This design comes from an exercise in tuning for small area, a short achievable clock period and few clock cycles on the open sky130 flow, not from production work.
Only simulation tests tie the RTL to the original design; equivalence was not proved.
Power figures rest on the tool's default switching activity, not on a simulated workload.

==> module lzss_compress, before the edit <==
module lzss_compress (
    input  wire        clk,
    input  wire        rst,
    input  wire        wr_en,
    input  wire [7:0]  wr_addr,
    input  wire [7:0]  wr_data,
    input  wire        start,
    input  wire [8:0]  src_len,
    output wire        busy,
    output wire        tok_valid,
    input  wire        tok_ready,
    output wire        tok_match,
    output wire [15:0] tok_data
);
    genvar g;
    reg        wen_r;
    reg  [7:0] waddr_r;
    reg  [7:0] wdata_r;
    reg        busy_r;
    always @(posedge clk) begin
        if (rst) wen_r <= 1'b0;
        else     wen_r <= wr_en & ~busy_r;
        waddr_r <= wr_addr;
        wdata_r <= wr_data;
    end
    wire [2047:0] mem;
    generate
        for (g = 0; g < 256; g = g + 1) begin : row
            reg [7:0] b;
            always @(posedge clk)
                if (wen_r && waddr_r == g) b <= wdata_r;
            assign mem[g*8 +: 8] = b;
        end
    endgenerate
    reg         run;
    reg  [8:0]  n;
    reg  [8:0]  ptr;       
    reg  [8:0]  ptr1;      
    reg  [4:0]  k;         
    reg         fresh;     
    reg         rl;        
    reg  [7:0]  c;         
    reg  [7:0]  c_prev;    
    reg  [7:0]  c_prev2;   
    reg  [255:1] V;        
    reg         pend;
    reg         p_m;
    reg  [7:0]  p_a;       
    reg  [3:0]  p_any;     
    reg  [23:0] p_idx;     
    reg  [3:0]  p_l;       
    reg         o_valid;
    reg  [16:0] o_tok;
    wire o_free = ~o_valid | tok_ready;
    wire p_free = ~pend | o_free;
    wire go     = run & p_free;
    wire [255:0] mask;
    generate
        for (g = 0; g < 256; g = g + 1) begin : msk
            assign mask[g] = (ptr > g);
        end
    endgenerate
    wire [255:0] E;
    generate
        for (g = 0; g < 256; g = g + 1) begin : cmp
            assign E[g] = (mem[g*8 +: 8] == c);
        end
    endgenerate
    wire [255:1] Vs = fresh ? mask[254:0] : {V[254:1], 1'b0};
    wire [255:1] S  = E[254:0] & Vs;
    wire [255:1] S2 = E[254:0] & mask[254:0];
    wire lt_n    = (ptr < n);
    wire can_cmp = (k != 5'd18) && lt_n;
    wire anyS    = |S;
    wire cont    = can_cmp & anyS;
    wire k_is2   = (k == 5'd2);
    wire merge   = ~fresh & ~k_is2;
    function [5:0] first64;
        input [63:0] v;
        integer q;
        begin
            first64 = 6'd63;
            for (q = 62; q >= 0; q = q - 1)
                if (v[q]) first64 = q;
        end
    endfunction
    wire [255:0] Vf = {V, 1'b0};
    wire [3:0]   q_any;
    wire [23:0]  q_idx;
    generate
        for (g = 0; g < 4; g = g + 1) begin : enc
            assign q_any[g]        = |Vf[g*64 +: 64];
            assign q_idx[g*6 +: 6] = first64(Vf[g*64 +: 64]);
        end
    endgenerate
    wire       is_m    = ~fresh & (k > 5'd2);
    wire [7:0] lit     = fresh ? c : (k[1] ? c_prev2 : c_prev);
    wire [4:0] len_m3  = k - 5'd3;
    wire [7:0] rd_next = mem[ptr1[7:0]*8 +: 8];
    wire emit = go & ~rl & ~cont;
    wire [8:0] p_cur = ptr - {4'd0, k};    
    wire done = merge ? ~lt_n : (fresh & (ptr1 >= n));
    wire [7:0] c0 = (wen_r && waddr_r == 8'd0) ? wdata_r : mem[7:0];
    wire       backup   = ~cont & ~merge & ~fresh;
    always @(posedge clk) begin
        if (rst) begin
            run <= 1'b0;
        end else if (!busy_r) begin
            run <= start & (src_len != 9'd0);
        end else if (emit && done) begin
            run <= 1'b0;
        end
    end
    always @(posedge clk) begin
        if (!busy_r) begin
            n      <= src_len;
            ptr    <= 9'd0;
            ptr1   <= 9'd1;
            k      <= 5'd0;
            fresh  <= 1'b1;
            c      <= c0;
            rl     <= 1'b0;
        end else if (!go) begin
            ptr    <= p_cur;
            ptr1   <= p_cur;
            k      <= 5'd0;
            fresh  <= 1'b1;
            rl     <= 1'b1;
        end else if (rl) begin
            ptr    <= ptr1;
            ptr1   <= ptr1 + 9'd1;
            c      <= rd_next;
            rl     <= 1'b0;
        end else begin
            ptr    <= backup ? ptr - 9'd1 : ptr1;
            ptr1   <= backup ? ptr : ptr1 + 9'd1;
            k      <= cont ? k + 5'd1 : {4'd0, merge};
            fresh  <= ~cont & ~merge;
            c      <= backup ? c_prev : rd_next;
        end
    end
    always @(posedge clk) begin
        c_prev  <= c;
        c_prev2 <= c_prev;
        V       <= cont ? S : S2;
    end
    wire [1:0] jq    = p_any[0] ? 2'd0 : p_any[1] ? 2'd1 : p_any[2] ? 2'd2 : 2'd3;
    wire [5:0] jlo   = p_idx[jq*6 +: 6];
    wire [8:0] p_off = {1'b0, p_a} - {1'b0, jq, jlo};
    always @(posedge clk) begin
        if (rst) begin
            pend    <= 1'b0;
            o_valid <= 1'b0;
        end else begin
            if (p_free) pend <= emit;
            if (o_free) o_valid <= pend;
        end
        if (go) begin
            p_m <= is_m;
            p_a <= is_m ? ptr[7:0] : lit;
            p_any <= q_any;
            p_idx <= q_idx;
            p_l <= len_m3[3:0];
        end
        if (o_free && pend)
            o_tok <= p_m ? {1'b1, 4'd0, p_off[7:0], p_l} : {1'b0, 8'd0, p_a};
    end
    wire run_nx  = run & ~(emit & done);
    wire pend_nx = p_free ? emit : pend;
    wire o_nx    = o_free ? pend : o_valid;
    always @(posedge clk) begin
        if (rst)          busy_r <= 1'b0;
        else if (!busy_r) busy_r <= start;
        else              busy_r <= run_nx | pend_nx | o_nx;
    end
    assign busy      = busy_r;
    assign tok_valid = o_valid;
    assign tok_match = o_tok[16];
    assign tok_data  = o_tok[15:0];
endmodule
Settings: LEC_CHECK=0, CAP_MARGIN=20, CORE_MARGIN=2, CORE_UTILIZATION=40, CTS_CLUSTER_SIZE=30, SETUP_SLACK_MARGIN=5, SLEW_MARGIN=20; clock period 10.0 ns.
run.sh (not shown) runs the stock make flow with config.mk's settings and CLKGATE_MAP_FILE= SYNTH_SCRIPT=/design/flow/synth_recipe.tcl, a recipe that flattens the netlist after the stock synthesis.
The baseline produced a clean layout.
Testbench counts at the start, summed over its fixed seeds: cycles 39,674.
Rerun with:
--- a/flow/design.v
+++ b/flow/design.v
@@ -39,4 +39,5 @@
     reg  [4:0]  k;         
     reg         fresh;     
+    reg         mrg;       
     reg         rl;        
     reg  [7:0]  c;         
@@ -44,4 +45,5 @@
     reg  [7:0]  c_prev2;   
     reg  [255:1] V;        
+    reg  [255:1] U;        
     reg         pend;
     reg         p_m;
@@ -67,5 +69,5 @@
         end
     endgenerate
-    wire [255:1] Vs = fresh ? mask[254:0] : {V[254:1], 1'b0};
+    wire [255:1] Vs = fresh ? mask[254:0] : mrg ? {U[254:1], 1'b0} : {V[254:1], 1'b0};
     wire [255:1] S  = E[254:0] & Vs;
     wire [255:1] S2 = E[254:0] & mask[254:0];
@@ -94,5 +96,5 @@
         end
     endgenerate
-    wire       is_m    = ~fresh & (k > 5'd2);
+    wire       is_m    = ~fresh & ~mrg & (k > 5'd2);
     wire [7:0] lit     = fresh ? c : (k[1] ? c_prev2 : c_prev);
     wire [4:0] len_m3  = k - 5'd3;
@@ -119,4 +121,5 @@
             k      <= 5'd0;
             fresh  <= 1'b1;
+            mrg    <= 1'b0;
             c      <= c0;
             rl     <= 1'b0;
@@ -126,4 +129,5 @@
             k      <= 5'd0;
             fresh  <= 1'b1;
+            mrg    <= 1'b0;
             rl     <= 1'b1;
         end else if (rl) begin
@@ -137,4 +141,5 @@
             k      <= cont ? k + 5'd1 : {4'd0, merge};
             fresh  <= ~cont & ~merge;
+            mrg    <= ~cont & merge;
             c      <= backup ? c_prev : rd_next;
         end
@@ -143,5 +148,6 @@
         c_prev  <= c;
         c_prev2 <= c_prev;
-        V       <= cont ? S : S2;
+        V       <= S;
+        U       <= S2;
     end
     wire [1:0] jq    = p_any[0] ? 2'd0 : p_any[1] ? 2'd1 : p_any[2] ? 2'd2 : 2'd3;
Outcome:
- The changed run ran to the end with no violations
- cell area grows by 1.3%
- combinational power shrinks by 47%
- die area grows by 4.6%
- clock-buffer cell count grows by 39
- register-to-register slack improved by 0.05 ns
- routed wire length shrinks by 9.1%
- hold slack got worse by 0.033 ns
- area after synthesis grows by 4.6%
- worst setup slack improved by 0.052 ns
- sequential power grows by about 8%
- power shrinks by 2.7%
- via count shrinks by 1.9%
- global-route usage shrinks by 4.6 points
- clock power grows by about 6%
Testbench counts after the change, summed over its fixed seeds: cycles 39,674.

========
## the reference run
The RTL this note starts from:
==> flow/design.v <==
module lzss_compress (
    input  wire        clk,
    input  wire        rst,
    input  wire        wr_en,
    input  wire [7:0]  wr_addr,
    input  wire [7:0]  wr_data,
    input  wire        start,
    input  wire [8:0]  src_len,
    output wire        busy,
    output wire        tok_valid,
    input  wire        tok_ready,
    output wire        tok_match,
    output wire [15:0] tok_data
);
    genvar g;
    reg        wen_r;
    reg  [7:0] waddr_r;
    reg  [7:0] wdata_r;
    reg        busy_r;
    always @(posedge clk) begin
        if (rst) wen_r <= 1'b0;
        else     wen_r <= wr_en & ~busy_r;
        waddr_r <= wr_addr;
        wdata_r <= wr_data;
    end
    wire [2047:0] mem;
    generate
        for (g = 0; g < 256; g = g + 1) begin : row
            reg [7:0] b;
            always @(posedge clk)
                if (wen_r && waddr_r == g) b <= wdata_r;
            assign mem[g*8 +: 8] = b;
        end
    endgenerate
    reg         run;
    reg  [8:0]  n;
    reg  [8:0]  ptr;       
    reg  [8:0]  ptr1;      
    reg  [4:0]  k;         
    reg         fresh;     
    reg         mrg;       
    reg  [7:0]  c;         
    reg  [7:0]  c_prev;    
    reg  [7:0]  c_prev2;   
    reg  [255:1] V;        
    reg  [255:1] U;        
    reg         pend;
    reg         p_m;
    reg  [7:0]  p_a;       
    reg  [3:0]  p_any;     
    reg  [23:0] p_idx;     
    reg  [3:0]  p_l;       
    reg         o_valid;
    reg  [16:0] o_tok;
    wire o_free = ~o_valid | tok_ready;
    wire p_free = ~pend | o_free;
    wire go     = run & p_free;
    wire [255:0] mask;
    generate
        for (g = 0; g < 256; g = g + 1) begin : msk
            assign mask[g] = (ptr > g);
        end
    endgenerate
    wire [255:0] E;
    generate
        for (g = 0; g < 256; g = g + 1) begin : cmp
            assign E[g] = (mem[g*8 +: 8] == c);
        end
    endgenerate
    wire [255:1] Vs = fresh ? mask[254:0] : mrg ? {U[254:1], 1'b0} : {V[254:1], 1'b0};
    wire [255:1] S  = E[254:0] & Vs;
    wire [255:1] S2 = E[254:0] & mask[254:0];
    wire lt_n    = (ptr < n);
    wire can_cmp = (k != 5'd18) && lt_n;
    wire anyS    = |S;
    wire cont    = can_cmp & anyS;
    wire k_is2   = (k == 5'd2);
    wire merge   = ~fresh & ~k_is2;
    function [5:0] first64;
        input [63:0] v;
        integer q;
        begin
            first64 = 6'd63;
            for (q = 62; q >= 0; q = q - 1)
                if (v[q]) first64 = q;
        end
    endfunction
    wire [255:0] Vf = {V, 1'b0};
    wire [3:0]   q_any;
    wire [23:0]  q_idx;
    generate
        for (g = 0; g < 4; g = g + 1) begin : enc
            assign q_any[g]        = |Vf[g*64 +: 64];
            assign q_idx[g*6 +: 6] = first64(Vf[g*64 +: 64]);
        end
    endgenerate
    wire       is_m    = ~fresh & ~mrg & (k > 5'd2);
    wire [7:0] lit     = fresh ? c : (k[1] ? c_prev2 : c_prev);
    wire [4:0] len_m3  = k - 5'd3;
    wire [15:0] rs_hi = 16'd1 << ptr1[7:4];
    wire [15:0] rs_lo = 16'd1 << ptr1[3:0];
    reg  [7:0]  rd_next;
    integer ri;
    always @(*) begin
        rd_next = 8'd0;
        for (ri = 0; ri < 256; ri = ri + 1)
            rd_next = rd_next | ({8{rs_hi[ri >> 4] & rs_lo[ri & 15]}} & mem[ri*8 +: 8]);
    end
    wire emit = go & ~cont;
    wire done = merge ? ~lt_n : (fresh & (ptr1 >= n));
    wire [7:0] c0 = (wen_r && waddr_r == 8'd0) ? wdata_r : mem[7:0];
    wire       backup   = ~cont & ~merge & ~fresh;
    always @(posedge clk) begin
        if (rst) begin
            run <= 1'b0;
        end else if (!busy_r) begin
            run <= start & (src_len != 9'd0);
        end else if (emit && done) begin
            run <= 1'b0;
        end
    end
    always @(posedge clk) begin
        if (!busy_r) begin
            n      <= src_len;
            ptr    <= 9'd0;
            ptr1   <= 9'd1;
            k      <= 5'd0;
            fresh  <= 1'b1;
            mrg    <= 1'b0;
            c      <= c0;
        end else if (go) begin
            ptr    <= backup ? ptr - 9'd1 : ptr1;
            ptr1   <= backup ? ptr : ptr1 + 9'd1;
            k      <= cont ? k + 5'd1 : {4'd0, merge};
            fresh  <= ~cont & ~merge;
            mrg    <= ~cont & merge;
            c      <= backup ? c_prev : rd_next;
            c_prev  <= c;
            c_prev2 <= c_prev;
            V      <= S;
            U      <= S2;
        end
    end
    wire [1:0] jq    = p_any[0] ? 2'd0 : p_any[1] ? 2'd1 : p_any[2] ? 2'd2 : 2'd3;
    wire [5:0] jlo   = p_idx[jq*6 +: 6];
    wire [8:0] p_off = {1'b0, p_a} - {1'b0, jq, jlo};
    always @(posedge clk) begin
        if (rst) begin
            pend    <= 1'b0;
            o_valid <= 1'b0;
        end else begin
            if (p_free) pend <= emit;
            if (o_free) o_valid <= pend;
        end
        if (go) begin
            p_m <= is_m;
            p_a <= is_m ? ptr[7:0] : lit;
            p_any <= q_any;
            p_idx <= q_idx;
            p_l <= len_m3[3:0];
        end
        if (o_free && pend)
            o_tok <= p_m ? {1'b1, 4'd0, p_off[7:0], p_l} : {1'b0, 8'd0, p_a};
    end
    wire run_nx  = run & ~(emit & done);
    wire pend_nx = p_free ? emit : pend;
    wire o_nx    = o_free ? pend : o_valid;
    always @(posedge clk) begin
        if (rst)          busy_r <= 1'b0;
        else if (!busy_r) busy_r <= start;
        else              busy_r <= run_nx | pend_nx | o_nx;
    end
    assign busy      = busy_r;
    assign tok_valid = o_valid;
    assign tok_match = o_tok[16];
    assign tok_data  = o_tok[15:0];
endmodule
Settings: LEC_CHECK=0, CAP_MARGIN=20, CORE_MARGIN=2, CORE_UTILIZATION=60, CTS_CLUSTER_SIZE=30, SETUP_SLACK_MARGIN=5, SLEW_MARGIN=20; clock period 10.0 ns.
The reference run got as far as global routing (5_1_grt), where a tool error ended the run.
Testbench counts of the reference run, summed over its fixed seeds: cycles 39,674.
The following lists how the trial run was set up differently from the reference run:
--- a/flow/design.v
+++ b/flow/design.v
@@ -36,21 +36,18 @@
     reg  [8:0]  n;
     reg  [8:0]  ptr;       
     reg  [8:0]  ptr1;      
     reg  [4:0]  k;         
     reg         fresh;     
-    reg         mrg;       
     reg  [7:0]  c;         
     reg  [7:0]  c_prev;    
     reg  [7:0]  c_prev2;   
-    reg  [255:1] V;        
-    reg  [255:1] U;        
+    reg  [255:1] V;
     reg         pend;
     reg         p_m;
     reg  [7:0]  p_a;       
-    reg  [3:0]  p_any;     
-    reg  [23:0] p_idx;     
+    reg  [7:0]  p_j;       
     reg  [3:0]  p_l;       
     reg         o_valid;
     reg  [16:0] o_tok;
     wire o_free = ~o_valid | tok_ready;
     wire p_free = ~pend | o_free;
@@ -65,38 +62,41 @@
     generate
         for (g = 0; g < 256; g = g + 1) begin : cmp
             assign E[g] = (mem[g*8 +: 8] == c);
         end
     endgenerate
-    wire [255:1] Vs = fresh ? mask[254:0] : mrg ? {U[254:1], 1'b0} : {V[254:1], 1'b0};
+    wire [255:1] Vs = fresh ? mask[254:0] : {V[254:1], 1'b0};
     wire [255:1] S  = E[254:0] & Vs;
-    wire [255:1] S2 = E[254:0] & mask[254:0];
     wire lt_n    = (ptr < n);
     wire can_cmp = (k != 5'd18) && lt_n;
     wire anyS    = |S;
     wire cont    = can_cmp & anyS;
+    wire anyV    = |V;
     wire k_is2   = (k == 5'd2);
     wire merge   = ~fresh & ~k_is2;
-    function [5:0] first64;
-        input [63:0] v;
+    function [3:0] first16;
+        input [15:0] v;
         integer q;
         begin
-            first64 = 6'd63;
-            for (q = 62; q >= 0; q = q - 1)
-                if (v[q]) first64 = q;
+            first16 = 4'd15;
+            for (q = 14; q >= 0; q = q - 1)
+                if (v[q]) first16 = q;
         end
     endfunction
     wire [255:0] Vf = {V, 1'b0};
-    wire [3:0]   q_any;
-    wire [23:0]  q_idx;
+    wire [15:0]  grp_any;
+    wire [63:0]  grp_idx;
     generate
-        for (g = 0; g < 4; g = g + 1) begin : enc
-            assign q_any[g]        = |Vf[g*64 +: 64];
-            assign q_idx[g*6 +: 6] = first64(Vf[g*64 +: 64]);
+        for (g = 0; g < 16; g = g + 1) begin : enc
+            assign grp_any[g]         = |Vf[g*16 +: 16];
+            assign grp_idx[g*4 +: 4]  = first16(Vf[g*16 +: 16]);
         end
     endgenerate
-    wire       is_m    = ~fresh & ~mrg & (k > 5'd2);
+    wire [3:0] jmin_hi = first16(grp_any);
+    wire [3:0] jmin_lo = grp_idx[jmin_hi*4 +: 4];
+    wire [7:0] jmin    = {jmin_hi, jmin_lo};
+    wire       is_m    = ~fresh & anyV & (k > 5'd2);
     wire [7:0] lit     = fresh ? c : (k[1] ? c_prev2 : c_prev);
     wire [4:0] len_m3  = k - 5'd3;
     wire [15:0] rs_hi = 16'd1 << ptr1[7:4];
     wire [15:0] rs_lo = 16'd1 << ptr1[3:0];
     reg  [7:0]  rd_next;
@@ -108,10 +108,12 @@
     end
     wire emit = go & ~cont;
     wire done = merge ? ~lt_n : (fresh & (ptr1 >= n));
     wire [7:0] c0 = (wen_r && waddr_r == 8'd0) ? wdata_r : mem[7:0];
     wire       backup   = ~cont & ~merge & ~fresh;
+    wire       sel_v    = ~fresh & cont;
+    wire [255:1] V_nx   = E[254:0] & (sel_v ? {V[254:1], 1'b0} : mask[254:0]);
     always @(posedge clk) begin
         if (rst) begin
             run <= 1'b0;
         end else if (!busy_r) begin
             run <= start & (src_len != 9'd0);
@@ -124,28 +126,23 @@
             n      <= src_len;
             ptr    <= 9'd0;
             ptr1   <= 9'd1;
             k      <= 5'd0;
             fresh  <= 1'b1;
-            mrg    <= 1'b0;
             c      <= c0;
         end else if (go) begin
             ptr    <= backup ? ptr - 9'd1 : ptr1;
             ptr1   <= backup ? ptr : ptr1 + 9'd1;
             k      <= cont ? k + 5'd1 : {4'd0, merge};
             fresh  <= ~cont & ~merge;
-            mrg    <= ~cont & merge;
             c      <= backup ? c_prev : rd_next;
             c_prev  <= c;
             c_prev2 <= c_prev;
-            V      <= S;
-            U      <= S2;
+            V      <= V_nx;
         end
     end
-    wire [1:0] jq    = p_any[0] ? 2'd0 : p_any[1] ? 2'd1 : p_any[2] ? 2'd2 : 2'd3;
-    wire [5:0] jlo   = p_idx[jq*6 +: 6];
-    wire [8:0] p_off = {1'b0, p_a} - {1'b0, jq, jlo};
+    wire [8:0] p_off = {1'b0, p_a} - {1'b0, p_j};
     always @(posedge clk) begin
         if (rst) begin
             pend    <= 1'b0;
             o_valid <= 1'b0;
         end else begin
@@ -153,12 +150,11 @@
             if (o_free) o_valid <= pend;
         end
         if (go) begin
             p_m <= is_m;
             p_a <= is_m ? ptr[7:0] : lit;
-            p_any <= q_any;
-            p_idx <= q_idx;
+            p_j <= jmin;
             p_l <= len_m3[3:0];
         end
         if (o_free && pend)
             o_tok <= p_m ? {1'b1, 4'd0, p_off[7:0], p_l} : {1'b0, 8'd0, p_a};
     end
Findings:
- Basic-gate share of the synthesized area counting and, or, nand and nor cells: the trial run vs the reference run, no meaningful difference
- FAIL the trial run @ global routing (5_1_grt): tool exited with error
- Diff the reference run -> the trial run | number of enable flip-flop cells after synthesis | decrease of 272
- Flop and latch count out of synthesis was higher in the run labelled the reference run.
- Number of CTS-inserted buffers (lower): the trial run
- The lower synthesized cell count of the trial run and the reference run is in the trial run.
- The higher distinct cell type count after synthesis came out of the trial run.
Testbench counts of the trial run, summed over its fixed seeds: cycles 39,674.

static timing again, ports no longer ideal:
The results above use ideal ports. As a check the final layouts listed here were re-extracted and re-timed, cells and wires unchanged.
Step 1 sets driving cells, clkbuf_16 on the clock port and buf_2 on the other inputs (assumed; they add their load-dependent delay and slew).
Step 2 also shifts input and output timing later by t, the mid clock arrival at the registers, as if the neighbouring blocks saw the same clock.
a / b / c = no drivers / after step 1 / after step 2; a / b = the first two.
run | t (ns) | setup slack, ns | worst setup path at the end | latest minus earliest clock arrival (ns)
the first run of note 1 | 1.036 | 4.858 / 4.858 / 4.289 | input to register | 0.060 / 0.060
the second run of note 1 | 1.018 | 4.911 / 4.911 / 4.522 | input to register | 0.067 / 0.067
After both steps every run listed still meets setup and hold. For the first run of note 1, which loses most, drivers alone change the setup slack by 0.000 ns; drivers and shift together by -0.569 ns.
